Context: an optimization exercise on an open-source flow, tuned for small area, a short achievable clock period and few clock cycles per item. The choices shown serve that exercise and are no tape-out recipe.
Where RTL was checked, it was by simulation tests only, not by an equivalence proof against the original.
Power is estimated from default activity; no workload was simulated.

// seg_demod
module seg_demod (
    input  wire        clk,
    input  wire        rst_n,
    input  wire        in_valid,
    output wire        in_ready,
    input  wire [15:0] in_sample,
    input  wire [1:0]  in_scheme,
    input  wire        in_invert,
    output reg         out_valid,
    input  wire        out_ready,
    output reg         out_bit,
    output wire [71:0] out_metric
);
    reg        rdy;
    reg        mbusy;            
    reg  [3:0] mt;               
    reg        done_a;           
    wire       mlast = mbusy && (mt == 4'd9);
    assign in_ready = rdy;
    reg  [3:0]  kc;              
    reg  [15:0] s_r;
    reg  [15:0] s6r, s11r, s15r;     
    reg  [3:0]  k_s;
    reg  [1:0]  sch_s;
    reg         inv_s;
    reg         v_s;
    wire        take = in_valid && rdy;
    always @(posedge clk) begin
        s_r   <= in_sample;
        s6r   <= in_sample;
        s11r  <= in_sample;
        s15r  <= in_sample;
        sch_s <= in_scheme;
        inv_s <= in_invert;
        k_s   <= kc;
    end
    wire signed [15:0] s  = s_r;
    wire [29:0] m6, m11, m15;
    wire m6t_1 = 1'b1 ^ s6r[15];
    wire m6t_2 = 1'b1 & s6r[15];
    wire m6t_3 = 1'b1 ^ s6r[10];
    wire m6t_4 = 1'b1 & s6r[10];
    wire m6t_5 = 1'b1 ^ s6r[11];
    wire m6t_6 = 1'b1 & s6r[11];
    wire m6t_7 = 1'b1 ^ s6r[12];
    wire m6t_8 = 1'b1 & s6r[12];
    wire m6t_9 = 1'b1 ^ s6r[13];
    wire m6t_10 = 1'b1 & s6r[13];
    wire m6t_11 = 1'b1 ^ s6r[14];
    wire m6t_12 = 1'b1 & s6r[14];
    wire m6t_13 = 1'b1 ^ ~s6r[10];
    wire m6t_14 = 1'b1 & ~s6r[10];
    wire m6t_15 = ~s6r[11] ^ s6r[5];
    wire m6t_16 = ~s6r[11] & s6r[5];
    wire m6t_17 = ~s6r[12] ^ s6r[6] ^ ~s6r[2];
  ...
Size: roughly 4600 cells after synthesis, about 590 flip-flops, ~45000 um^2 of cells after synthesis.
clock: 16.0 ns
lec_check: 0
cap_margin: 20
core_margin: 2
core_utilization: 25
cts_buf_list: sky130_fd_sc_hd__clkbuf_8 sky130_fd_sc_hd__clkbuf_16
cts_cluster_diameter: 150
cts_cluster_size: 20
slew_margin: 20
standard.sh (not shown) runs the stock make flow with config.mk's settings and CLKGATE_MAP_FILE= SYNTH_SCRIPT=/design/flow/synth_recipe.tcl, a recipe that flattens the netlist after the stock synthesis.
==> flow/flow/run.sh <==
#!/bin/bash
# The standard layout (the standard.sh: ORFS synthesis to final layout),
# with plain buffers on the ports instead of the delay buffer that
# buffer_ports picks by default.  Everything else is unchanged.
set -euo pipefail
export BUFFER_PORTS_ARGS="-buffer_cell sky130_fd_sc_hd__buf_2"
bash standard.sh > standard_flow.log 2>&1
Testbench counts at the start, summed over its fixed seeds: cycles 51,320, items 3,200.
Rerun with:
==> flow/flow/run.sh (replaced) <==
#!/bin/bash
# The standard layout (the standard.sh: ORFS synthesis to final layout),
# with two changes to how the layout is made:
#  - plain buffers on the ports instead of the delay buffer that
#    buffer_ports picks by default;
#  - the delay cells (clkdlybuf4s*, dlygate*, dlymetal*) are left out of the
#    cells the tools may use, so repair_design buffers long or slow nets with
#    plain buffers.
set -euo pipefail
export BUFFER_PORTS_ARGS="-buffer_cell sky130_fd_sc_hd__buf_2"
export DONT_USE_CELLS="sky130_fd_sc_hd__clkdlybuf4s15_1 sky130_fd_sc_hd__clkdlybuf4s15_2 sky130_fd_sc_hd__clkdlybuf4s18_1 sky130_fd_sc_hd__clkdlybuf4s18_2 sky130_fd_sc_hd__clkdlybuf4s25_1 sky130_fd_sc_hd__clkdlybuf4s25_2 sky130_fd_sc_hd__clkdlybuf4s50_1 sky130_fd_sc_hd__clkdlybuf4s50_2 sky130_fd_sc_hd__dlygate4sd1_1 sky130_fd_sc_hd__dlygate4sd2_1 sky130_fd_sc_hd__dlygate4sd3_1 sky130_fd_sc_hd__dlymetal6s2s_1 sky130_fd_sc_hd__dlymetal6s4s_1 sky130_fd_sc_hd__dlymetal6s6s_1"
bash standard.sh > standard_flow.log 2>&1
--- a/flow/config.mk
+++ b/flow/config.mk
@@ -14 +14 @@
-export SLEW_MARGIN = 20
+export SLEW_MARGIN = 60
The new run finished with timing, DRC and antenna clean.
Core utilization goes up by 0.39 points.
Count of clock-buffer cells in the layout fell by 1.
Hold slack is about the same.
Wire length rises by 0.40%.
Global-route usage stays flat.
Final area rose by 1.4%.
Sequential share of layout area is lower by 0.27 points.
Total power barely changes.
Rerun with:
==> flow/flow/run.sh (replaced) <==
#!/bin/bash
# The standard layout (the standard.sh: ORFS synthesis to final layout),
# with plain buffers on the ports instead of the delay buffer that
# buffer_ports picks by default.  Everything else is unchanged.
set -euo pipefail
export BUFFER_PORTS_ARGS="-buffer_cell sky130_fd_sc_hd__buf_2"
bash standard.sh > standard_flow.log 2>&1
--- a/flow/config.mk
+++ b/flow/config.mk
@@ -14 +14,2 @@
-export SLEW_MARGIN = 60
+export PLACE_DENSITY = 0.8
+export SLEW_MARGIN = 20
Sequential share of layout area came out higher by 0.29 points.
Via count grows by 3.3%.
Die area is unchanged.
Synthesized cell count does not change.
Register-to-register slack gets worse by 0.32 ns.

* * *

Setup of v6:
Another version of the RTL of seg_demod (not shown whole).
Size: ~690 flip-flops, roughly 98 I/O pins, ~0.049 mm² of cells after synthesis.
Design seg_demod, start of the top module:
module seg_demod (
    input  wire        clk,
    input  wire        rst_n,
    input  wire        in_valid,
    output wire        in_ready,
    input  wire [15:0] in_sample,
    input  wire [1:0]  in_scheme,
    input  wire        in_invert,
    output reg         out_valid,
    input  wire        out_ready,
    output reg         out_bit,
    output wire [71:0] out_metric
);
export LEC_CHECK = 0
export CAP_MARGIN = 20
export CORE_MARGIN = 2
export CORE_UTILIZATION = 25
export CTS_BUF_LIST = sky130_fd_sc_hd__clkbuf_16
export CTS_CLUSTER_DIAMETER = 150
export CTS_CLUSTER_SIZE = 24
export SLEW_MARGIN = 20
create_clock -name core_clock -period 16.0 [get_ports {clk}]
==> flow/flow/run.sh <==
#!/bin/bash
# The standard layout (the standard.sh: ORFS synthesis to final layout),
# with plain buffers on the ports instead of the delay buffer that
# buffer_ports picks by default.  Everything else is unchanged.
set -euo pipefail
export BUFFER_PORTS_ARGS="-buffer_cell sky130_fd_sc_hd__buf_2"
bash standard.sh > standard_flow.log 2>&1
### v6 -> v7
-- flow/config.mk --
<<< v6, line 10
export CORE_UTILIZATION = 25
export CTS_BUF_LIST = sky130_fd_sc_hd__clkbuf_16
export CTS_CLUSTER_DIAMETER = 150
export CTS_CLUSTER_SIZE = 24
export SLEW_MARGIN = 20
>>> v7, line 10
export CORE_UTILIZATION = 25
export CTS_BUF_LIST = sky130_fd_sc_hd__clkbuf_8 sky130_fd_sc_hd__clkbuf_16
export CTS_CLUSTER_DIAMETER = 150
export CTS_CLUSTER_SIZE = 20
export SLEW_MARGIN = 20
### Flow results
v7 -> v6: setup TNS after final layout delta 0, exact match. Re synthesized-area fraction occupied by ao, oa, aoi and oai cells: no difference whatsoever between v7 and v6. In terms of fill cell instance count of the final layout, v6 and v7 differ only marginally. On maximum fanout count along the critical path: v7 sits above v6. Fraction of power consumed by the clock network, v7 and v6, lower one = v6.
Function was not checked in any run of this note: the RTL went through the layout flow alone.

* * *

Setup of old:
seg_demod with an RTL version that a note above also has.
Size in the first run: roughly 4600 cells after synthesis, about 590 flip-flops, about 98 I/O pins.
make LEC_CHECK=0 CAP_MARGIN=20 CORE_MARGIN=2 CORE_UTILIZATION=25 SLEW_MARGIN=20 finish   # period 16.0 ns
run.sh (not shown) runs the stock make flow with config.mk's settings and CLKGATE_MAP_FILE= SYNTH_SCRIPT=/design/flow/synth_recipe.tcl, a recipe that flattens the netlist after the stock synthesis.
Stock flow here: none of the scripts above is used.
Testbench counts of old, summed over its fixed seeds: cycles 51,320, items 3,200.
What new does differently from old at the input level:
- CORE_UTILIZATION now 60, was 25
==> comparison <==
- new did not stop at any stage, and its layout met the timing, DRC and antenna checks.
- From old to new the numbers moved as follows: post-detailed-route wirelength per cell went up by about 15%; horizontal extent of the die went down; number of multi-input combinational cells closely matched the old numbers; minimum setup slack in the final design fell 0.12 ns; via count saw little to no change.
- Of the two values seen for uppermost signal routing layer after detailed routing, met5 was produced by new and met4 by old.
- new vs old: post-route minimum period up in new
- Compare new and old | cell area power density higher: new
- Re wire length of the first global-routing pass: old was higher than new.
- The cell row count of new is lower than that of old.
- Compared with old, new shows die area that has gone down by more than half.
- Between new and old, net switching power figure is higher for old, new comes in under that.

[afterwards: timing with drivers on the ports]
No port has a modelled driver above. Below, the same layouts with a new extraction and two added sets of constraints. Step 1 assumes that a clkbuf_16 drives the clock port and a buf_2 every other input. Step 2 moves the port delays by t, midway between the first and last clock arrival at a register: inputs arrive t later, outputs are due t later. That takes back most of the time a late clock gives input paths. Slacks: ideal / step 1 / step 2; pairs: ideal / step 1.
run	t, ns	slack for setup (ns)	worst slew at a driven data input, ns
the first run of note 1	0.684	10.836 / 10.836 / 10.836	0.08
the second run of note 1	0.690	11.109 / 11.109 / 11.109	0.09
the third run of note 1	0.683	10.784 / 10.784 / 10.784	0.07
v6	0.673	10.909 / 10.909 / 10.909	0.08
v7	0.686	10.911 / 10.911 / 10.911	0.08
old	0.740	10.797 / 10.797 / 10.797	0.06
new	0.693	10.673 / 10.673 / 10.673	0.05
After both steps every run listed still meets setup and hold.
